What follows belongs to an exercise in optimizing a design on an open flow for small area, a short achievable clock period and few clock cycles per item; a production flow would make more cautious choices.
Function was checked by simulation only, so behaviour that the tests miss may differ from the original.

==> flow/design.v <==
module tc_zc #(
    parameter ZERO_SHIFT   = 6,
    parameter SIGNAL_SHIFT = 6,
    parameter GATE_FLOOR   = 128,
    parameter GATE_NUM     = 1,
    parameter GATE_SHIFT   = 2,
    parameter GUARD        = 4
) (
    input  wire signed [15:0] v,
    input  wire signed [31:0] zero,
    input  wire        [31:0] peak,
    input  wire               positive,
    input  wire               swapped,
    input  wire        [31:0] ticker,
    input  wire        [31:0] signal_level,
    output wire               xing,
    output wire        [31:0] interval,
    output reg  signed [31:0] zero_nx,
    output reg         [31:0] peak_nx,
    output reg                positive_nx,
    output reg                swapped_nx,
    output reg         [31:0] ticker_nx,
    output reg         [31:0] signal_level_nx
);
    wire signed [32:0] vq   = {v[15], v, 16'd0};
    wire signed [32:0] dev  = vq - {zero[31], zero};
    wire        [31:0] adev = dev[32] ? (~dev[31:0] + 32'd1) : dev[31:0];
    wire cand = (!positive && !dev[32] && (dev != 33'd0)) || (positive && dev[32]);
    wire [39:0] scaled = ({8'd0, signal_level} * GATE_NUM) >> GATE_SHIFT;
    wire [39:0] floorq = GATE_FLOOR * 40'd65536;
    wire [39:0] thr    = (scaled > floorq) ? scaled : floorq;
    wire        gate   = ({8'd0, peak} > thr);
    assign xing = cand && gate && !swapped;
    wire [31:0] ticker_inc = (ticker == 32'hFFFFFFFF) ? ticker : ticker + 32'd1;
    assign interval = ticker_inc;
    wire signed [32:0] zstep = dev >>> ZERO_SHIFT;
    wire signed [32:0] zsum  = {zero[31], zero} + zstep;   
    wire signed [32:0] sdiff = {1'b0, adev} - {1'b0, signal_level};
    wire signed [32:0] sstep = sdiff >>> SIGNAL_SHIFT;
    wire signed [32:0] ssum  = {1'b0, signal_level} + sstep;
    always @(*) begin
        if (xing) begin
            positive_nx = !positive;
            ticker_nx   = 32'd0;
            swapped_nx  = (GUARD > 1);
            peak_nx     = adev;
        end else begin
            positive_nx = positive;
            ticker_nx   = ticker_inc;
            peak_nx     = (adev > peak) ? adev : peak;
            if (swapped && ({1'b0, ticker_inc} + 33'd1 >= GUARD))
                swapped_nx = 1'b0;
            else
                swapped_nx = swapped;
        end
        zero_nx         = zsum[31:0];
        signal_level_nx = ssum[31:0];
    end
endmodule
module tc_frontend #(
    parameter ZERO_SHIFT   = 6,
    parameter SIGNAL_SHIFT = 6,
    parameter GATE_FLOOR   = 128,
    parameter GATE_NUM     = 1,
    parameter GATE_SHIFT   = 2,
    parameter GUARD        = 4,
    parameter BND_NUM      = 1,
    parameter BND_DEN      = 4,
    parameter WMAX         = 23
) (
    input  wire               clk,
    input  wire               rst,
    input  wire               in_valid,
    output wire               in_ready,
    input  wire               in_clear,
    input  wire signed [15:0] in_s0,
    input  wire signed [15:0] in_s1,
    input  wire        [4:0]  cfg_w,
    input  wire        [2:0]  cfg_flags,
    input  wire        [15:0] cfg_res,
    input  wire        [23:0] cfg_rate,
    input  wire        [30:0] cfg_pitch,
    output reg                out_valid,
    output reg                ev0_valid,
    output reg                ev0_pol,
    output reg         [31:0] ev0_interval,
    output reg                ev1_valid,
    output reg                ev1_pol,
    output reg         [31:0] ev1_interval,
    output reg                bit_valid,
    output reg                bit_value,
    output reg                forwards,
    output reg    [WMAX-1:0]  bitstream
);
    assign in_ready = 1'b1;
    reg signed [31:0] zero0, zero1;
    reg        [31:0] peak0, peak1;
    reg               pos0, pos1;
    reg               swp0, swp1;
    reg        [31:0] tick0, tick1;
    reg        [31:0] signal_level;
    reg               fwd;
    reg    [WMAX-1:0] window;
    wire signed [15:0] vp = cfg_flags[1] ? in_s1 : in_s0;
    wire signed [15:0] vs = cfg_flags[1] ? in_s0 : in_s1;
    wire               xp;
    wire        [31:0] int0;
    wire signed [31:0] zero0_nx;
    wire        [31:0] peak0_nx, tick0_nx, sl_mid;
    wire               pos0_nx, swp0_nx;
    tc_zc #(
        .ZERO_SHIFT(ZERO_SHIFT), .SIGNAL_SHIFT(SIGNAL_SHIFT),
        .GATE_FLOOR(GATE_FLOOR), .GATE_NUM(GATE_NUM),
        .GATE_SHIFT(GATE_SHIFT), .GUARD(GUARD)
    ) u_zc0 (
        .v(vp), .zero(zero0), .peak(peak0), .positive(pos0),
        .swapped(swp0), .ticker(tick0), .signal_level(signal_level),
        .xing(xp), .interval(int0), .zero_nx(zero0_nx), .peak_nx(peak0_nx),
        .positive_nx(pos0_nx), .swapped_nx(swp0_nx), .ticker_nx(tick0_nx),
        .signal_level_nx(sl_mid)
    );
    wire               xs;
    wire        [31:0] int1;
    wire signed [31:0] zero1_nx;
    wire        [31:0] peak1_nx, tick1_nx, sl_nx;
    wire               pos1_nx, swp1_nx;
    tc_zc #(
        .ZERO_SHIFT(ZERO_SHIFT), .SIGNAL_SHIFT(SIGNAL_SHIFT),
        .GATE_FLOOR(GATE_FLOOR), .GATE_NUM(GATE_NUM),
        .GATE_SHIFT(GATE_SHIFT), .GUARD(GUARD)
    ) u_zc1 (
        .v(vs), .zero(zero1), .peak(peak1), .positive(pos1),
        .swapped(swp1), .ticker(tick1), .signal_level(sl_mid),
        .xing(xs), .interval(int1), .zero_nx(zero1_nx), .peak_nx(peak1_nx),
        .positive_nx(pos1_nx), .swapped_nx(swp1_nx), .ticker_nx(tick1_nx),
        .signal_level_nx(sl_nx)
    );
    reg fwd_nx;
    reg f;
    always @(*) begin
        fwd_nx = fwd;
        f      = 1'b0;
        if (xp || xs) begin
            if (xp) f = (pos0_nx != pos1_nx);
            else    f = (pos0_nx == pos1_nx);
            if (cfg_flags[0]) f = !f;
            fwd_nx = f;
        end
    end
    wire        bit_rd = xs && (pos0_nx == !cfg_flags[2]);
    wire [31:0] p      = (cfg_pitch != 31'd0) ? {1'b0, cfg_pitch} : 32'h00010000;
    wire [47:0] tr   = tick0_nx * cfg_res;
    wire [79:0] trp  = tr * p;
    wire [95:0] lhs  = {16'd0, trp} * BND_DEN;
    wire [95:0] rhs  = {72'd0, cfg_rate} * BND_NUM * 96'h10000;
    wire [95:0] rhs2 = {72'd0, cfg_rate} * (BND_DEN - 2 * BND_NUM) * 96'h10000;
    wire        b_fwd = (lhs > rhs);
    wire        b_rev = ((lhs << 1) < rhs2);
    wire        b     = fwd_nx ? b_fwd : b_rev;
    reg [WMAX-1:0] mask;
    reg [WMAX-1:0] window_nx;
    integer i;
    always @(*) begin
        for (i = 0; i < WMAX; i = i + 1)
            mask[i] = (i < cfg_w);
        window_nx = window;
        if (bit_rd) begin
            if (fwd_nx)
                window_nx = (window >> 1) | ({{(WMAX-1){1'b0}}, b} << (cfg_w - 5'd1));
            else
                window_nx = ((window << 1) & mask) | {{(WMAX-1){1'b0}}, b};
        end
    end
    wire take  = in_valid && in_ready;
    wire frame = take && !in_clear;
    always @(posedge clk) begin
        if (rst || (take && in_clear)) begin
            zero0 <= 32'sd0;  zero1 <= 32'sd0;
            peak0 <= 32'd0;   peak1 <= 32'd0;
            pos0  <= 1'b0;    pos1  <= 1'b0;
            swp0  <= 1'b0;    swp1  <= 1'b0;
            tick0 <= 32'd0;   tick1 <= 32'd0;
            signal_level <= 32'd0;
            fwd    <= 1'b1;
            window <= {WMAX{1'b0}};
        end else if (frame) begin
            zero0 <= zero0_nx; zero1 <= zero1_nx;
            peak0 <= peak0_nx; peak1 <= peak1_nx;
            pos0  <= pos0_nx;  pos1  <= pos1_nx;
            swp0  <= swp0_nx;  swp1  <= swp1_nx;
            tick0 <= tick0_nx; tick1 <= tick1_nx;
            signal_level <= sl_nx;
            fwd    <= fwd_nx;
            window <= window_nx;
        end
    end
    always @(posedge clk) begin
        if (rst)
            out_valid <= 1'b0;
        else
            out_valid <= frame;
        if (frame) begin
            ev0_valid    <= xp;
            ev0_pol      <= pos0_nx;
            ev0_interval <= int0;
            ev1_valid    <= xs;
            ev1_pol      <= pos1_nx;
            ev1_interval <= int1;
            bit_valid    <= bit_rd;
            bit_value    <= b;
            forwards     <= fwd_nx;
            bitstream    <= window_nx;
        end
    end
endmodule
==> flow/run.sh <==
#!/bin/bash
# synth_recipe.tcl (not shown) runs the flow's synth.tcl, then flattens the netlist and writes it again
# the make line also repeats each setting of config.mk as NAME=value (left out here)
make -C /OpenROAD-flow-scripts/flow DESIGN_CONFIG=/design/flow/config.mk WORK_HOME=/design/flow/orfs CLKGATE_MAP_FILE= SYNTH_SCRIPT=/design/flow/synth_recipe.tcl finish
==> flow/config.mk <==
export PLATFORM = sky130hd
export DESIGN_NAME = tc_frontend
export DESIGN_NICKNAME = tc_frontend
export VERILOG_FILES = /design/flow/design.v
export SDC_FILE = /design/flow/constraint.sdc
export NUM_CORES = 4
export LEC_CHECK = 0
export CAP_MARGIN = 20
export CORE_MARGIN = 2
export CORE_UTILIZATION = 40
export SLEW_MARGIN = 20
==> flow/constraint.sdc <==
create_clock -name core_clock -period 28.0 [get_ports {clk}]
set_input_delay 5.6000 -clock core_clock [delete_from_list [all_inputs] [get_ports {clk}]]
set_output_delay 5.6000 -clock core_clock [all_outputs]
set_load 0.01 [all_outputs]
==> flow_summary.ini <==
[clock_network]
clkSlewWorstSetupHoldPaths_ns = 0.06
clk_latency_ns = 0.61
cts_hold_buffers = 0
cts_resized = 0
clock-sinks = 347
clk_path_buf_depth = 3
cts_setup_buffers = 0
htreeDepth = 2
cts_buffers = 43
cts_tree = built
cts-root-buf = clkbuf_16

[sta]
setup_viol = 0
tns_ns = 0
rsz0062_at_grt = no
fin_ws_ns = 1.104
hold_viol = 0
max_freq_mhz = 37.18
worstMarginPinSlew_ns = 1.166
min_period_ns = 26.90
fin_crit_sh = 0.9606
finClkSkew_ns = 0.03933
slew_headroom = 0.2201
slew_viol_final = 0

[worst_setup_path]
required_ns = 28.53
crit_top_cell = fa_1
timing.rr.end = window[11]
cp-start-kind = input pin
critPathBufInv = 13
cpLargestDelayFamily = adder cells
cp_max_fo = 116
cp-end-kind = register
slowest_stage = clkdlybuf4s50_1
rr_startpoint = zero0[0]
worstSetupPathType = input pin to register
r2r_cells = 68
rrSetupSlack_ns = 6.30
cp.arrival_ns = 27.43
crit_path_max_incr_delay_ns = 0.71

[floorplan]
ios = 211
dieArea_um2 = 240500
coreArea_um2 = 235200
fp.dieH_um = 490.5
die_w_um = 490.5
start_util = 0.4025
row_count = 178

[detailed_routing]
firstDrtPassIters = 6
vias = 78100
wl_per_cell_um = 20.79
drc = 0
vias_per_cell = 5.479
drt_iter0_markers = 5678
routed_wl_um = 296400
route.antenna.remaining_nets = 0

[grt]
grt_pass1_wl_um = 476600
grt_max_degree = 117
antenna_found_initial = 7
grt.total_usage = 0.2482
grt_remaining_overflow = 0
grt_pass1_vias = 83260

[finish]
layout-drive-gt1-share = 0.04198
nFillCells = 23420
ff_latch_area_um2 = 7888
nets = 13700
multi_input_area_um2 = 77110
areaGrowthSynthToFinish_pct = 7.471
final_core_util = 0.4325

[synthesis]
yosysTopAreaCell = fa_1
synth_cell_type_count = 98
async_reset_ff_frac = 0
synth_area_leaders = fa_1, ha_1, inv_1, nand2_1, dfxtp_1
synth_edf_count = 94
synth_fp_nets = 13860
synth_top_area_frac = 0.3705
syn_area_um2 = 94650
synth_ff_type = dfxtp_1
synth_seq_area_share = 0.08333
yosysWarnings = 2
ys_ff_latch = 347
avgSynthCellArea_um2 = 8.432
synthCells = 11230

[run_status]
status = complete, no violations

[placement]
place_hpwl_um = 235900
place_congestion = 0.9549
pre_cts_slack_ns = 0.4905
portBuffers = 209

[min_path]
hold_path.startpoint = tick1[9]
hold_path.class = register to register
holdPathEnd = tick1[9]
hold_depth = 2

[run]
drv_cap = 0
## worst reg2reg max path, delay by kind of cell (launching register included)
| kind | cells | cell delay (ns) |
|---|---|---|
| AO/OA/AOI/OAI | 19 | 5.12 |
| XOR/XNOR | 1 | 0.34 |
| adder cells (fa/ha/maj) | 17 | 8.00 |
| buffers and inverters | 14 | 2.14 |
| flip-flops | 1 | 0.41 |
| AND/OR/NAND/NOR | 17 | 5.64 |
## how the worst max path moves through the flow
stage	slack [ns]	endpoint	cells after the start	from
floorplan	2.72	bitstream[11]	74	cfg_flags[1]
global placement	0.62	bitstream[8]	69	cfg_flags[1]
detailed placement	0.49	bitstream[0]	69	cfg_flags[1]
CTS	1.06	bitstream[0]	69	cfg_flags[1]
global route	0.02	window[11]	69	cfg_flags[1]
finish	1.10	window[11]	69	cfg_flags[1]
## cell usage after synthesis, types with 20 or more instances
cell	n
inv_1	2067
fa_1	1752
nand2_1	1630
ha_1	763
and2_1	626
clkbuf_1	592
nor2_1	487
a21oi_1	406
xnor2_1	268
dfxtp_1	253
o21ai_0	240
and3_1	234
a21o_1	162
xor2_1	143
nand3_1	142
nor3_1	122
nand4_1	109
edfxtp_1	94
a22oi_1	93
nand2b_1	93
o21a_1	71
a211oi_1	70
nor2b_1	63
nor4_1	58
a31oi_1	57
mux2i_1	47
o21bai_1	42
or3_1	35
mux2_2	34
o31ai_1	32
o211ai_1	29
or2_2	26
and4_1	23
nand3b_1	20
## cell usage in the layout, fill, tap and decap left out, drive strengths merged, types with 23 or more instances in the layout
cell type         n
mux2i            48
ha              763
buf             240
clkbuf           54
a22oi            93
nand2          1631
and4             23
inv            2071
nand3           142
dfxtp           253
nor4             61
o31ai            33
nor3            123
edfxtp           94
nor2            487
o21a             71
or3              35
a21oi           406
xnor2           268
xor2            143
o21bai           42
fa             1752
nand4           109
mux2             34
a21o            162
and3            234
o21ai           244
nor2b            63
and2            634
a211oi           72
or2              27
a31oi            58
nand2b           93
clkdlybuf4s50   174
o211ai           29
## routing by layer
layer	vias to the layer above	GRT usage	share of wire	wire length, um
met4	0	0.07831	0.035	10420
met2	2791	0.4115	0.47	139200
met3	555	0.03327	0.066	19670
met5	-	0	0	0
met1	39780	0.3357	0.43	127100
li1	34970	-	-	-
## layout make-up
| class | count | share of cell area |
|---|---|---|
| Antenna cell | 3 | 0.00007380 |
| Clock buffer | 54 | 0.01149 |
| Clock inverter | 24 | 0.003235 |
| Inverter | 2070 | 0.07648 |
| Multi-Input combinational cell | 8191 | 0.7580 |
| Sequential cell | 347 | 0.07754 |
| Tap cell | 3150 | 0.03874 |
| Timing Repair Buffer | 414 | 0.03444 |
## logic make-up (layout without fill, tap and decap cells)
family                   count (synthesis)  in the layout  share of synthesized area
multiplexers                            82             82                   0.009253
flip-flops                             347            347                    0.08333
buffers and inverters                 2688           2562                     0.1070
XOR/XNOR                               412            412                    0.03828
other                                    1              4                 0.00003962
adder cells (fa/ha/maj)               2515           2515                     0.4714
AO/OA/AOI/OAI                         1440           1440                     0.1001
AND/OR/NAND/NOR                       3741           3741                     0.1905
## stage by stage
stage | instance area [um^2] | hold WS [ns] | instances
after detailed placement | 100100 | 0.4706 | 14170
after CTS | 101600 | 0.4795 | 14250
after global placement | 100100 | 0.4664 | 14170
final | 101700 | 0.4820 | 14250
after floorplan | 94650 | 0.4488 | 11230
after global routing | 101700 | 0.4954 | 14250
## sequential cells by signal (all words and copies together) (netlist names), 23 cells and up
name and flops:
bitstream 23, ev0_interval 32, ev1_interval 32, peak0 32, peak1 32, signal_level 32
tick0 32, tick1 32, window 23, zero0 32, zero1 32
Testbench counts, summed over its fixed seeds: cycles 160,008, frames 160,000.

[what the ideal ports hide]
In the flow no input, the clock included, has a driving cell. The finished layout below was timed again as built, in two steps.
Step 1: set_driving_cell puts a clkbuf_16 on clk and a buf_2 on each other input, an assumption about the parent block.
Step 2 times the ports against the registers' clock, not the clock port: input delays grow and output delays shrink by t, the midpoint of the rising clock arrivals with the driver on.
Slacks: no drivers / after step 1 / after step 2; pairs: no drivers / after step 1.
shift t [ns]: 0.661
setup WS [ns]: 1.104 / 1.138 / 0.478
worst setup path at the end: input to register
clock arrival spread, ns: 0.039 / 0.039
pins driven straight from the clock port: 1
After both steps this run still meets setup and hold. For this run, drivers alone change the setup slack by +0.034 ns; drivers and shift together by -0.626 ns.
